This design comes from an exercise in tuning for small area on the open sky130 flow, not from production work.
At most, simulation tests tie the RTL to the original design; equivalence was not proved.
Power is estimated from default activity; no workload was simulated.

==> build 74 <==
## bdi_core
module bdi_core #(
  parameter N_CELLS    = 16,
  parameter T_SETTLE   = 4,
  parameter T_ACTION   = 1000,
  parameter T_DEBOUNCE = 4000
) (
  input             clk,
  input             rst,
  input             cmd_valid,
  output            cmd_ready,
  input      [31:0] cmd_word,
  input             btn1_n,
  input             btn2_n,
  output reg        ser,
  output            srclk,
  output            clr_n,
  output            rclk,
  output            oe_n,
  output reg        ind1,
  output reg        ind2,
  output     [2:0]  res,
  output reg [1:0]  ev,
  output            halted,
  output     [2:0]  flt,
  output     [15:0] finfo,
  output     [31:0] fcmd
);
clock: 10.0 ns
lec_check: 0
abc_area: 1
cap_margin: 10
core_margin: 2
core_utilization: 40
slew_margin: 10
standard.sh (not shown) runs the stock make flow with config.mk's settings and CLKGATE_MAP_FILE= SYNTH_SCRIPT=/design/flow/synth_recipe.tcl, a recipe that flattens the netlist after the stock synthesis.
==> flow/flow/run.sh <==
#!/bin/bash
# Own layout flow: the standard synthesis, then the combinational logic between the
# (unchanged) registers is re-mapped by ABC for area, then the standard layout from the
# floorplan on, with smaller port buffers and a clock tree without dummy loads.
# Each tool's output goes to a log file of its own in the work folder.
set -uo pipefail
W=$(pwd)
F=$W/flow
R=$W/orfs/results/${FLOW_PLATFORM}/bdi_core/base
L=$W/orfs/logs/${FLOW_PLATFORM}/bdi_core/base
LIB=$FLOW_HOME/platforms/${FLOW_PLATFORM}/lib/sky130_fd_sc_hd__tt_025C_1v80.lib
YOSYS=$FLOW_HOME/../tools/install/yosys/bin/yosys
[[ -x $YOSYS ]] || YOSYS=yosys

# 1. standard synthesis
bash standard.sh synth > $W/run_1_synth.log 2>&1 || { echo "standard synth failed"; exit 1; }
cp $R/1_2_yosys.v $W/std_1_2_yosys.v

# 2. re-map the logic between the registers
DONTUSE=$(grep -m1 -o '^abc .*' $L/1_2_yosys.log | grep -o '\-dont_use [A-Za-z0-9_]*' | tr '\n' ' ')
SEQ=$(grep -o '^ *sky130_fd_sc_hd__\(df\|edf\|sdf\|dl\)[a-z0-9_]* ' $W/std_1_2_yosys.v | sort -u | tr -d ' ' | tr '\n' ' ')
cat > $W/remap.ys <<EOC
read_liberty -ignore_miss_func $LIB
blackbox $SEQ
read_verilog $W/std_1_2_yosys.v
hierarchy -top $FLOW_TOP
flatten
rename -hide w:*.*
opt -purge
abc -script $F/area.abc -liberty $LIB $DONTUSE
opt_clean -purge
setundef -zero
hilomap -singleton -hicell sky130_fd_sc_hd__conb_1 HI -locell sky130_fd_sc_hd__conb_1 LO
insbuf -buf sky130_fd_sc_hd__buf_4 A X
splitnets
opt_clean -purge
stat -liberty $LIB
write_verilog -noattr -nohex -nodec $W/remap_1_2_yosys.v
EOC
if timeout 1200 $YOSYS -s $W/remap.ys > $W/run_2_remap.log 2>&1 \
   && python3 $F/check_regs.py $W/std_1_2_yosys.v $W/remap_1_2_yosys.v > $W/run_2_check_regs.log 2>&1; then
  cp $W/remap_1_2_yosys.v $R/1_2_yosys.v
  echo "using the re-mapped netlist"
else
  echo "re-map refused; keeping the standard netlist"
fi
touch $R/1_2_yosys.v

# 3. layout from the floorplan on
CTS_OPTS="-buf_list sky130_fd_sc_hd__clkbuf_8 -sink_clustering_size 20 -sink_clustering_max_diameter 45"
bash standard.sh \
  "BUFFER_PORTS_ARGS=-buffer_cell sky130_fd_sc_hd__buf_1" \
  "CTS_ARGS=-sink_clustering_enable -repair_clock_nets -dont_use_dummy_load ${CTS_OPTS}" \
  finish > $W/run_3_layout.log 2>&1 || { echo "layout failed"; exit 1; }
ls -l $W/out/final.def
Other scripts of this flow, unchanged in this note and not shown: flow/flow/area.abc, flow/flow/check_regs.py
==> inputs of build 98, as changes to build 74 <==
--- a/flow/design.v
+++ b/flow/design.v
@@ -179,29 +179,20 @@
   wire        c0  = (cnt == 12'd0);
   wire [11:0] dec_lo = {dec[11:6], (dec[5:3] == 3'd7) ? 3'd5 : dec[5:3], dec[2:0]};
   reg [11:0] cnt_n;
   wire [3:0] pc = cnt[9:6];
   wire [2:0] pd = cnt[5:3];
   wire       po = cnt[2];
-  reg [11:0] sel_do;
-  reg [15:0] sel_c;
-  reg [15:0] cbit;
-  reg        fbit;
-  integer j;
-  always @* begin
-    for (j = 0; j < 12; j = j + 1) sel_do[j] = ({pd, po} == j);
-    for (j = 0; j < 16; j = j + 1) sel_c[j] = (pc == j);
-    for (j = 0; j < 16; j = j + 1) cbit[j] = |(fb[12*j +: 12] & sel_do);
-    fbit = |(cbit & sel_c);
-  end
   wire sbit = (pc == s_cell) && (pd == s_dot) && s_code[po];
-  wire pbit = (lop[1:0] == 2'd0) ? (f_built ? fbit : sbit) :
+  wire pbit = (lop[1:0] == 2'd0) ? (f_built ? fb[191] : sbit) :
               (lop[1:0] == 2'd1) ? ~po :
               (lop[1:0] == 2'd2) ? po : 1'b0;
   wire pbit0 = (lop[1:0] == 2'd0) ? (f_built ? fb[191] : (s_cell == 4'd15 && s_dot == 3'd5 && s_code[1])) :
                (lop[1:0] == 2'd2);
+  wire fb_sh = f_built && (lop == L_PF) &&
+               (st == {1'b0, S_LSTART} || (st == {1'b0, S_LO} && s0 && !idx_end));
   wire [1:0] btn_ev = !btn1_n ? 2'd1 : !btn2_n ? 2'd2 : 2'd0;
   wire [2:0] sd_dot = (op == OP_LSD) ? dot - 3'd1 : dot;
   always @* begin
     cnt_n  = cnt;
     case (st)
       {1'b0, S_EXEC}:
@@ -322,29 +313,30 @@
           endcase
         end
         default: ;
       endcase
     end
   end
-  wire        nbuild = ~do_build;
+  wire        fb_hold = ~do_build & ~fb_sh;
   reg  [15:0] we_c, nwe_c, ld_c;
   reg  [191:0] pm_d_n;
   reg  [15:0] pm_flag_n;
   reg  [191:0] fb_n;
   integer i;
   always @* begin
     for (i = 0; i < 16; i = i + 1) begin
       we_c[i]  = map_wr && (cel == i);
       nwe_c[i] = ~we_c[i] & ~map_clr;    
       ld_c[i]  = do_build & ~pm_flag[i];
       pm_d_n[12*i +: 12] = ({12{we_c[i]}} & m_dat) | ({12{nwe_c[i]}} & pm_d[12*i +: 12]);
       pm_flag_n[i] = (we_c[i] & m_bad) | (~we_c[i] & pm_flag[i]) | map_clr;
-      fb_n[12*i +: 12] = ({12{ld_c[i]}} & pm_d[12*i +: 12]) | ({12{nbuild}} & fb[12*i +: 12]);
+      fb_n[12*i +: 12] = ({12{ld_c[i]}} & pm_d[12*i +: 12]) | ({12{fb_hold}} & fb[12*i +: 12]) |
+                         ({12{fb_sh}} & {fb[12*i +: 11], (i == 0) ? fb[191] : fb[12*i-1]});
     end
     fb_n[8:0] = ({9{ld_c[0]}} & pm_d[8:0]) | ({9{do_bsd}} & {tag[1:0], sd_dot, cel[3:0]}) |
-                ({9{nbuild & ~do_bsd}} & fb[8:0]);
+                ({9{fb_hold & ~do_bsd}} & fb[8:0]) | ({9{fb_sh}} & {fb[7:0], fb[191]});
     fb_n[8:7] = fb_n[8:7] & {2{~rst}};
   end
   always @(posedge clk) begin
     pm_d    <= pm_d_n;
     pm_flag <= pm_flag_n;
     fb      <= fb_n;
--- a/flow/flow/run.sh
+++ b/flow/flow/run.sh
@@ -27,20 +27,20 @@
 flatten
 rename -hide w:*.*
 opt -purge
 abc -script $F/area.abc -liberty $LIB $DONTUSE
 opt_clean -purge
 setundef -zero
-hilomap -singleton -hicell sky130_fd_sc_hd__conb_1 HI -locell sky130_fd_sc_hd__conb_1 LO
-insbuf -buf sky130_fd_sc_hd__buf_4 A X
+hilomap -hicell sky130_fd_sc_hd__conb_1 HI -locell sky130_fd_sc_hd__conb_1 LO
 splitnets
 opt_clean -purge
 stat -liberty $LIB
 write_verilog -noattr -nohex -nodec $W/remap_1_2_yosys.v
 EOC
 if timeout 1200 $YOSYS -s $W/remap.ys > $W/run_2_remap.log 2>&1 \
+   && ! grep -q '^ *assign ' $W/remap_1_2_yosys.v \
    && python3 $F/check_regs.py $W/std_1_2_yosys.v $W/remap_1_2_yosys.v > $W/run_2_check_regs.log 2>&1; then
   cp $W/remap_1_2_yosys.v $R/1_2_yosys.v
   echo "using the re-mapped netlist"
 else
   echo "re-map refused; keeping the standard netlist"
 fi
- CORE_UTILIZATION: 40 -> 65
==> inputs of trial 17, as changes to build 74 <==
--- a/flow/design.v
+++ b/flow/design.v
@@ -179,29 +179,20 @@
   wire        c0  = (cnt == 12'd0);
   wire [11:0] dec_lo = {dec[11:6], (dec[5:3] == 3'd7) ? 3'd5 : dec[5:3], dec[2:0]};
   reg [11:0] cnt_n;
   wire [3:0] pc = cnt[9:6];
   wire [2:0] pd = cnt[5:3];
   wire       po = cnt[2];
-  reg [11:0] sel_do;
-  reg [15:0] sel_c;
-  reg [15:0] cbit;
-  reg        fbit;
-  integer j;
-  always @* begin
-    for (j = 0; j < 12; j = j + 1) sel_do[j] = ({pd, po} == j);
-    for (j = 0; j < 16; j = j + 1) sel_c[j] = (pc == j);
-    for (j = 0; j < 16; j = j + 1) cbit[j] = |(fb[12*j +: 12] & sel_do);
-    fbit = |(cbit & sel_c);
-  end
   wire sbit = (pc == s_cell) && (pd == s_dot) && s_code[po];
-  wire pbit = (lop[1:0] == 2'd0) ? (f_built ? fbit : sbit) :
+  wire pbit = (lop[1:0] == 2'd0) ? (f_built ? fb[191] : sbit) :
               (lop[1:0] == 2'd1) ? ~po :
               (lop[1:0] == 2'd2) ? po : 1'b0;
   wire pbit0 = (lop[1:0] == 2'd0) ? (f_built ? fb[191] : (s_cell == 4'd15 && s_dot == 3'd5 && s_code[1])) :
                (lop[1:0] == 2'd2);
+  wire fb_sh = f_built && (lop == L_PF) &&
+               (st == {1'b0, S_LSTART} || (st == {1'b0, S_LO} && s0 && !idx_end));
   wire [1:0] btn_ev = !btn1_n ? 2'd1 : !btn2_n ? 2'd2 : 2'd0;
   wire [2:0] sd_dot = (op == OP_LSD) ? dot - 3'd1 : dot;
   always @* begin
     cnt_n  = cnt;
     case (st)
       {1'b0, S_EXEC}:
@@ -322,29 +313,30 @@
           endcase
         end
         default: ;
       endcase
     end
   end
-  wire        nbuild = ~do_build;
+  wire        fb_hold = ~do_build & ~fb_sh;
   reg  [15:0] we_c, nwe_c, ld_c;
   reg  [191:0] pm_d_n;
   reg  [15:0] pm_flag_n;
   reg  [191:0] fb_n;
   integer i;
   always @* begin
     for (i = 0; i < 16; i = i + 1) begin
       we_c[i]  = map_wr && (cel == i);
       nwe_c[i] = ~we_c[i] & ~map_clr;    
       ld_c[i]  = do_build & ~pm_flag[i];
       pm_d_n[12*i +: 12] = ({12{we_c[i]}} & m_dat) | ({12{nwe_c[i]}} & pm_d[12*i +: 12]);
       pm_flag_n[i] = (we_c[i] & m_bad) | (~we_c[i] & pm_flag[i]) | map_clr;
-      fb_n[12*i +: 12] = ({12{ld_c[i]}} & pm_d[12*i +: 12]) | ({12{nbuild}} & fb[12*i +: 12]);
+      fb_n[12*i +: 12] = ({12{ld_c[i]}} & pm_d[12*i +: 12]) | ({12{fb_hold}} & fb[12*i +: 12]) |
+                         ({12{fb_sh}} & {fb[12*i +: 11], (i == 0) ? fb[191] : fb[12*i-1]});
     end
     fb_n[8:0] = ({9{ld_c[0]}} & pm_d[8:0]) | ({9{do_bsd}} & {tag[1:0], sd_dot, cel[3:0]}) |
-                ({9{nbuild & ~do_bsd}} & fb[8:0]);
+                ({9{fb_hold & ~do_bsd}} & fb[8:0]) | ({9{fb_sh}} & {fb[7:0], fb[191]});
     fb_n[8:7] = fb_n[8:7] & {2{~rst}};
   end
   always @(posedge clk) begin
     pm_d    <= pm_d_n;
     pm_flag <= pm_flag_n;
     fb      <= fb_n;
--- a/flow/flow/run.sh
+++ b/flow/flow/run.sh
@@ -44,12 +44,13 @@
 else
   echo "re-map refused; keeping the standard netlist"
 fi
 touch $R/1_2_yosys.v
 
 # 3. layout from the floorplan on
-CTS_OPTS="-buf_list sky130_fd_sc_hd__clkbuf_8 -sink_clustering_size 20 -sink_clustering_max_diameter 45"
+CTS_OPTS="-buf_list sky130_fd_sc_hd__clkbuf_8 -sink_clustering_size 18 -sink_clustering_max_diameter 40"
 bash standard.sh \
   "BUFFER_PORTS_ARGS=-buffer_cell sky130_fd_sc_hd__buf_1" \
   "CTS_ARGS=-sink_clustering_enable -repair_clock_nets -dont_use_dummy_load ${CTS_OPTS}" \
+  "RECOVER_POWER=100" \
   finish > $W/run_3_layout.log 2>&1 || { echo "layout failed"; exit 1; }
 ls -l $W/out/final.def
- CORE_UTILIZATION: 40 -> 75
- GPL_TIMING_DRIVEN: default -> 0
==> comparison <==
Synthesized area, lowest first: build 98, trial 17, build 74.
Of build 98 and trial 17, trial 17 has the higher clock power (gap about 4.7%, measured against trial 17).
The highest critical path depth belongs to build 74, the lowest to build 98.
Of trial 17 and build 74, trial 17 has the higher core utilization (gap 39 points).
Power, lowest first: build 98, trial 17, build 74.
Trial 17 completed, yet does not pass: max-capacitance violations, max-slew violations. Build 98 ran to the end with no violations. Build 74 completed with no timing, DRC or antenna violations.
The highest combinational power belongs to build 74, the lowest to trial 17.
Setup slack: trial 17 is lower than build 74 (0.69 ns).
In sequential power, build 74 and build 98 hardly differ.
The highest non-clock buffer count belongs to build 74, the lowest to build 98.
Hold slack, highest first: build 98, build 74, trial 17.
==> figures <==
| metric | build 74 | trial 17 | build 98 |
|---|---|---|---|
| Result of the run | timing/DRC/antenna clean | complete, but fails checks | timing/DRC/antenna clean |
| Layout check failures | - | max-capacitance violations, max-slew violations | - |
| Count of placed standard cells in the final layout, fillers left out | 2480 | 2280 | 2322 |
| Max-slew violation count | 0 | 154 | 0 |
| Horiz. Die Dim | 213 µm | 156 µm | 167 µm |
| Net switching power | 1.65 mW | 1.47 mW | 1.43 mW |
| Core footprint | 43200 µm² | 22600 µm² | 26100 µm² |
| Clk pin slew, worst setup/hold paths | 0.12 ns | 0.09 ns | 0.11 ns |
| Multi-input comb cells | 1228 | 1156 | 1156 |
| Later-pin clock latency in the skew report | 0.69 ns | 0.60 ns | 0.60 ns |
| Maximum vdd drop | 0.000179 V | 0.000220 V | 0.000198 V |
| Source of the critical timing path | cmd_qn[21]$_DFF_P_ | cmd_qn[26]$_DFF_P_ | pm_d[38]$_DFF_P_ |
| Final area over synthesized area | 1.114x | 1.096x | 1.094x |
| Post-route setup slack | 3.16 ns | 2.47 ns | 4.52 ns |
| DP HPWL | 38600 µm | 33600 µm | 32600 µm |
| Cells after synthesis | 1720 | 1824 | 1823 |
| Standard cell area after detailed placement | 18900 µm² | 18500 µm² | 18300 µm² |
| Internal power consumption | 2.68 mW | 2.67 mW | 2.65 mW |
| GR Util met2 | 0.417 | 0.666 | 0.561 |
| Critical hold path startpoint | pm_d[141]$_DFF_P_ | pm_d[9]$_DFF_P_ | fb[21]$_DFF_P_ |
| Fin area | 19500 µm² | 19000 µm² | 18900 µm² |
| Worst-Margin Slew | 1.18 ns | 1.84 ns | 1.24 ns |
Function not checked in build 74: the RTL went through the layout flow alone.

* * *

==> inputs of trial 66 <==
RTL: one of the versions met above, not the one the previous note started from.
==> flow/config.mk <==
export PLATFORM = sky130hd
export DESIGN_NAME = bdi_core
export DESIGN_NICKNAME = bdi_core
export VERILOG_FILES = /design/flow/design.v
export SDC_FILE = /design/flow/constraint.sdc
export NUM_CORES = 4
export LEC_CHECK = 0
export ABC_AREA = 1
export CAP_MARGIN = 10
export CORE_MARGIN = 2
export CORE_UTILIZATION = 40
export SLEW_MARGIN = 10
==> flow/constraint.sdc <==
create_clock -name core_clock -period 10.0 [get_ports {clk}]
set_input_delay 2.0000 -clock core_clock [delete_from_list [all_inputs] [get_ports {clk}]]
set_output_delay 2.0000 -clock core_clock [all_outputs]
set_load 0.01 [all_outputs]
==> flow/flow/run.sh <==
#!/bin/bash
# Own layout flow: the standard synthesis, then the combinational logic between the
# (unchanged) registers is re-mapped by ABC for area, then the standard layout from the
# floorplan on, with smaller port buffers and a clock tree without dummy loads.
# Each tool's output goes to a log file of its own in the work folder.
set -uo pipefail
W=$(pwd)
F=$W/flow
R=$W/orfs/results/${FLOW_PLATFORM}/bdi_core/base
L=$W/orfs/logs/${FLOW_PLATFORM}/bdi_core/base
LIB=$FLOW_HOME/platforms/${FLOW_PLATFORM}/lib/sky130_fd_sc_hd__tt_025C_1v80.lib
YOSYS=$FLOW_HOME/../tools/install/yosys/bin/yosys
[[ -x $YOSYS ]] || YOSYS=yosys

# 1. standard synthesis
bash standard.sh synth > $W/run_1_synth.log 2>&1 || { echo "standard synth failed"; exit 1; }
cp $R/1_2_yosys.v $W/std_1_2_yosys.v

# 2. re-map the logic between the registers
DONTUSE=$(grep -m1 -o '^abc .*' $L/1_2_yosys.log | grep -o '\-dont_use [A-Za-z0-9_]*' | tr '\n' ' ')
SEQ=$(grep -o '^ *sky130_fd_sc_hd__\(df\|edf\|sdf\|dl\)[a-z0-9_]* ' $W/std_1_2_yosys.v | sort -u | tr -d ' ' | tr '\n' ' ')
cat > $W/remap.ys <<EOC
read_liberty -ignore_miss_func $LIB
blackbox $SEQ
read_verilog $W/std_1_2_yosys.v
hierarchy -top $FLOW_TOP
flatten
rename -hide w:*.*
opt -purge
abc -script $F/area.abc -liberty $LIB $DONTUSE
opt_clean -purge
setundef -zero
hilomap -singleton -hicell sky130_fd_sc_hd__conb_1 HI -locell sky130_fd_sc_hd__conb_1 LO
insbuf -buf sky130_fd_sc_hd__buf_4 A X
splitnets
opt_clean -purge
stat -liberty $LIB
write_verilog -noattr -nohex -nodec $W/remap_1_2_yosys.v
EOC
if timeout 1200 $YOSYS -s $W/remap.ys > $W/run_2_remap.log 2>&1 \
   && python3 $F/check_regs.py $W/std_1_2_yosys.v $W/remap_1_2_yosys.v > $W/run_2_check_regs.log 2>&1; then
  cp $W/remap_1_2_yosys.v $R/1_2_yosys.v
  echo "using the re-mapped netlist"
else
  echo "re-map refused; keeping the standard netlist"
fi
touch $R/1_2_yosys.v

# 3. layout from the floorplan on
CTS_OPTS="-buf_list sky130_fd_sc_hd__clkbuf_8 -sink_clustering_size 18 -sink_clustering_max_diameter 40"
bash standard.sh \
  "BUFFER_PORTS_ARGS=-buffer_cell sky130_fd_sc_hd__buf_1" \
  "CTS_ARGS=-sink_clustering_enable -repair_clock_nets -dont_use_dummy_load ${CTS_OPTS}" \
  finish > $W/run_3_layout.log 2>&1 || { echo "layout failed"; exit 1; }
ls -l $W/out/final.def
==> flow/flow/area.abc <==
&get -n; &st; &deepsyn -T 60; &dch -f; &nf -R 2000; &put
Other scripts of this flow, unchanged in this note and not shown: flow/flow/check_regs.py
==> trial 14: changes against trial 66 <==
--- a/flow/flow/run.sh
+++ b/flow/flow/run.sh
@@ -28,28 +28,28 @@
 rename -hide w:*.*
 opt -purge
 abc -script $F/area.abc -liberty $LIB $DONTUSE
 opt_clean -purge
 setundef -zero
-hilomap -singleton -hicell sky130_fd_sc_hd__conb_1 HI -locell sky130_fd_sc_hd__conb_1 LO
-insbuf -buf sky130_fd_sc_hd__buf_4 A X
+hilomap -hicell sky130_fd_sc_hd__conb_1 HI -locell sky130_fd_sc_hd__conb_1 LO
 splitnets
 opt_clean -purge
 stat -liberty $LIB
 write_verilog -noattr -nohex -nodec $W/remap_1_2_yosys.v
 EOC
 if timeout 1200 $YOSYS -s $W/remap.ys > $W/run_2_remap.log 2>&1 \
+   && ! grep -q '^ *assign ' $W/remap_1_2_yosys.v \
    && python3 $F/check_regs.py $W/std_1_2_yosys.v $W/remap_1_2_yosys.v > $W/run_2_check_regs.log 2>&1; then
   cp $W/remap_1_2_yosys.v $R/1_2_yosys.v
   echo "using the re-mapped netlist"
 else
   echo "re-map refused; keeping the standard netlist"
 fi
 touch $R/1_2_yosys.v
 
 # 3. layout from the floorplan on
-CTS_OPTS="-buf_list sky130_fd_sc_hd__clkbuf_8 -sink_clustering_size 18 -sink_clustering_max_diameter 40"
+CTS_OPTS="-buf_list {sky130_fd_sc_hd__clkbuf_4 sky130_fd_sc_hd__clkbuf_8} -sink_clustering_size 20 -sink_clustering_max_diameter 45"
 bash standard.sh \
   "BUFFER_PORTS_ARGS=-buffer_cell sky130_fd_sc_hd__buf_1" \
   "CTS_ARGS=-sink_clustering_enable -repair_clock_nets -dont_use_dummy_load ${CTS_OPTS}" \
   finish > $W/run_3_layout.log 2>&1 || { echo "layout failed"; exit 1; }
 ls -l $W/out/final.def
CORE_UTILIZATION = 65   (was 40)
==> trial 32: changes against trial 66 <==
--- a/flow/design.v
+++ b/flow/design.v
@@ -180,18 +180,27 @@
   wire [11:0] dec_lo = {dec[11:6], (dec[5:3] == 3'd7) ? 3'd5 : dec[5:3], dec[2:0]};
   reg [11:0] cnt_n;
   wire [3:0] pc = cnt[9:6];
   wire [2:0] pd = cnt[5:3];
   wire       po = cnt[2];
+  reg [11:0] sel_do;
+  reg [15:0] sel_c;
+  reg [15:0] cbit;
+  reg        fbit;
+  integer j;
+  always @* begin
+    for (j = 0; j < 12; j = j + 1) sel_do[j] = ({pd, po} == j);
+    for (j = 0; j < 16; j = j + 1) sel_c[j] = (pc == j);
+    for (j = 0; j < 16; j = j + 1) cbit[j] = |(fb[12*j +: 12] & sel_do);
+    fbit = |(cbit & sel_c);
+  end
   wire sbit = (pc == s_cell) && (pd == s_dot) && s_code[po];
-  wire pbit = (lop[1:0] == 2'd0) ? (f_built ? fb[191] : sbit) :
+  wire pbit = (lop[1:0] == 2'd0) ? (f_built ? fbit : sbit) :
               (lop[1:0] == 2'd1) ? ~po :
               (lop[1:0] == 2'd2) ? po : 1'b0;
   wire pbit0 = (lop[1:0] == 2'd0) ? (f_built ? fb[191] : (s_cell == 4'd15 && s_dot == 3'd5 && s_code[1])) :
                (lop[1:0] == 2'd2);
-  wire fb_sh = f_built && (lop == L_PF) &&
-               (st == {1'b0, S_LSTART} || (st == {1'b0, S_LO} && s0 && !idx_end));
   wire [1:0] btn_ev = !btn1_n ? 2'd1 : !btn2_n ? 2'd2 : 2'd0;
   wire [2:0] sd_dot = (op == OP_LSD) ? dot - 3'd1 : dot;
   always @* begin
     cnt_n  = cnt;
     case (st)
@@ -314,11 +323,11 @@
         end
         default: ;
       endcase
     end
   end
-  wire        fb_hold = ~do_build & ~fb_sh;
+  wire        nbuild = ~do_build;
   reg  [15:0] we_c, nwe_c, ld_c;
   reg  [191:0] pm_d_n;
   reg  [15:0] pm_flag_n;
   reg  [191:0] fb_n;
   integer i;
@@ -327,15 +336,14 @@
       we_c[i]  = map_wr && (cel == i);
       nwe_c[i] = ~we_c[i] & ~map_clr;    
       ld_c[i]  = do_build & ~pm_flag[i];
       pm_d_n[12*i +: 12] = ({12{we_c[i]}} & m_dat) | ({12{nwe_c[i]}} & pm_d[12*i +: 12]);
       pm_flag_n[i] = (we_c[i] & m_bad) | (~we_c[i] & pm_flag[i]) | map_clr;
-      fb_n[12*i +: 12] = ({12{ld_c[i]}} & pm_d[12*i +: 12]) | ({12{fb_hold}} & fb[12*i +: 12]) |
-                         ({12{fb_sh}} & {fb[12*i +: 11], (i == 0) ? fb[191] : fb[12*i-1]});
+      fb_n[12*i +: 12] = ({12{ld_c[i]}} & pm_d[12*i +: 12]) | ({12{nbuild}} & fb[12*i +: 12]);
     end
     fb_n[8:0] = ({9{ld_c[0]}} & pm_d[8:0]) | ({9{do_bsd}} & {tag[1:0], sd_dot, cel[3:0]}) |
-                ({9{fb_hold & ~do_bsd}} & fb[8:0]) | ({9{fb_sh}} & {fb[7:0], fb[191]});
+                ({9{nbuild & ~do_bsd}} & fb[8:0]);
     fb_n[8:7] = fb_n[8:7] & {2{~rst}};
   end
   always @(posedge clk) begin
     pm_d    <= pm_d_n;
     pm_flag <= pm_flag_n;
--- a/flow/flow/run.sh
+++ b/flow/flow/run.sh
@@ -45,11 +45,11 @@
   echo "re-map refused; keeping the standard netlist"
 fi
 touch $R/1_2_yosys.v
 
 # 3. layout from the floorplan on
-CTS_OPTS="-buf_list sky130_fd_sc_hd__clkbuf_8 -sink_clustering_size 18 -sink_clustering_max_diameter 40"
+CTS_OPTS="-buf_list sky130_fd_sc_hd__clkbuf_16 -sink_clustering_size 30 -sink_clustering_max_diameter 60"
 bash standard.sh \
   "BUFFER_PORTS_ARGS=-buffer_cell sky130_fd_sc_hd__buf_1" \
   "CTS_ARGS=-sink_clustering_enable -repair_clock_nets -dont_use_dummy_load ${CTS_OPTS}" \
   finish > $W/run_3_layout.log 2>&1 || { echo "layout failed"; exit 1; }
 ls -l $W/out/final.def
==> flow/flow/area.abc (replaced) <==
&get -n; &st; &deepsyn -T 120; &synch2; &nf -R 1000; &put
CAP_MARGIN = 20   (was 10)
SLEW_MARGIN = 40   (was 10)
==> trial 5: changes against trial 66 <==
--- a/flow/flow/run.sh
+++ b/flow/flow/run.sh
@@ -28,18 +28,18 @@
 rename -hide w:*.*
 opt -purge
 abc -script $F/area.abc -liberty $LIB $DONTUSE
 opt_clean -purge
 setundef -zero
-hilomap -singleton -hicell sky130_fd_sc_hd__conb_1 HI -locell sky130_fd_sc_hd__conb_1 LO
-insbuf -buf sky130_fd_sc_hd__buf_4 A X
+hilomap -hicell sky130_fd_sc_hd__conb_1 HI -locell sky130_fd_sc_hd__conb_1 LO
 splitnets
 opt_clean -purge
 stat -liberty $LIB
 write_verilog -noattr -nohex -nodec $W/remap_1_2_yosys.v
 EOC
 if timeout 1200 $YOSYS -s $W/remap.ys > $W/run_2_remap.log 2>&1 \
+   && ! grep -q '^ *assign ' $W/remap_1_2_yosys.v \
    && python3 $F/check_regs.py $W/std_1_2_yosys.v $W/remap_1_2_yosys.v > $W/run_2_check_regs.log 2>&1; then
   cp $W/remap_1_2_yosys.v $R/1_2_yosys.v
   echo "using the re-mapped netlist"
 else
   echo "re-map refused; keeping the standard netlist"
CORE_UTILIZATION = 65   (was 40)
GPL_TIMING_DRIVEN = 0   (was unset)
==> summary of the runs <==
- Trial 32 completed without violations. Trial 14 completed with no timing, DRC or antenna violations. Trial 5 finished clean. Trial 66 completed with no timing, DRC or antenna violations.
- Against trial 14, the sequential share of layout area of trial 5 is lower by 0.64 points.
- Combinational power, highest first: trial 32, trial 66, trial 14, trial 5.
- Final area, highest first: trial 32, trial 66, trial 5, trial 14.
- In sequential power, trial 14 and trial 66 hardly differ.
- The lowest clock skew belongs to trial 32, the highest to trial 66.
- Hold slack, highest first: trial 32, trial 66, trial 14, trial 5.
==> figures <==
Status: trial 5 timing/DRC/antenna clean; trial 32 timing/DRC/antenna clean; trial 66 timing/DRC/antenna clean; trial 14 timing/DRC/antenna clean
Final worst slack: trial 5 3870 ps; trial 32 4760 ps; trial 66 4670 ps; trial 14 4520 ps
Via density per instance: trial 5 6.68; trial 32 5.91; trial 66 5.84; trial 14 6.69
Core outline area: trial 5 26100 sq um; trial 32 43200 sq um; trial 66 42900 sq um; trial 14 26100 sq um
Worst Min Path Start: trial 5 pm_d[9]; trial 32 pm_d[70]; trial 66 fb[170]; trial 14 fb[21]
Fraction of power consumed by sequential logic: trial 5 0.539; trial 32 0.486; trial 66 0.508; trial 14 0.540
M1 GR Usage: trial 5 0.480; trial 32 0.344; trial 66 0.333; trial 14 0.480
Routability cong.: trial 5 0.936; trial 32 0.946; trial 66 0.907; trial 14 0.931
Wire length of the first global-routing pass: trial 5 77400 microns; trial 32 88500 microns; trial 66 81300 microns; trial 14 78900 microns
Worst path buffer plus inverter count: trial 5 0; trial 32 1; trial 66 1; trial 14 0
Pwr/cell area: trial 5 217 nW/um^2; trial 32 240 nW/um^2; trial 66 223 nW/um^2; trial 14 216 nW/um^2
Number of cells produced by synthesis: trial 5 1823; trial 32 1850; trial 66 1824; trial 14 1823
Number of buffers created by CTS: trial 5 47; trial 32 35; trial 66 61; trial 14 41
For trial 32, only the layout was checked, not whether the RTL still works.

separate check: timing with driven ports:
The results above use ideal ports. As a check the final layouts listed here were re-extracted and re-timed, cells and wires unchanged.
Step 1 sets driving cells, clkbuf_16 on the clock port and buf_2 on the other inputs (assumed; they add their load-dependent delay and slew).
Step 2, shift: input delay + t, output delay - t, t = (earliest + latest rising clock arrival at the registers) / 2. This alone moves slack from input paths to output paths.
a / b / c = ideal ports / drivers / drivers and shift; a / b = the first two.
run	shift t [ns]	setup WS [ns]	latest minus earliest clock arrival (ns)	pins driven straight from the clock port
build 74	0.673	3.156 / 3.156 / 3.156	0.135 / 0.135	1
build 98	0.598	4.515 / 4.515 / 4.515	0.090 / 0.090	1
trial 17	0.606	2.467 / 2.467 / 2.467	0.093 / 0.092	1
trial 66	0.697	4.674 / 4.621 / 5.008	0.110 / 0.110	1
trial 14	0.598	4.515 / 4.515 / 4.515	0.090 / 0.090	1
trial 32	0.608	4.755 / 4.700 / 4.850	0.066 / 0.066	1
trial 5	0.604	3.869 / 3.869 / 3.869	0.088 / 0.088	1
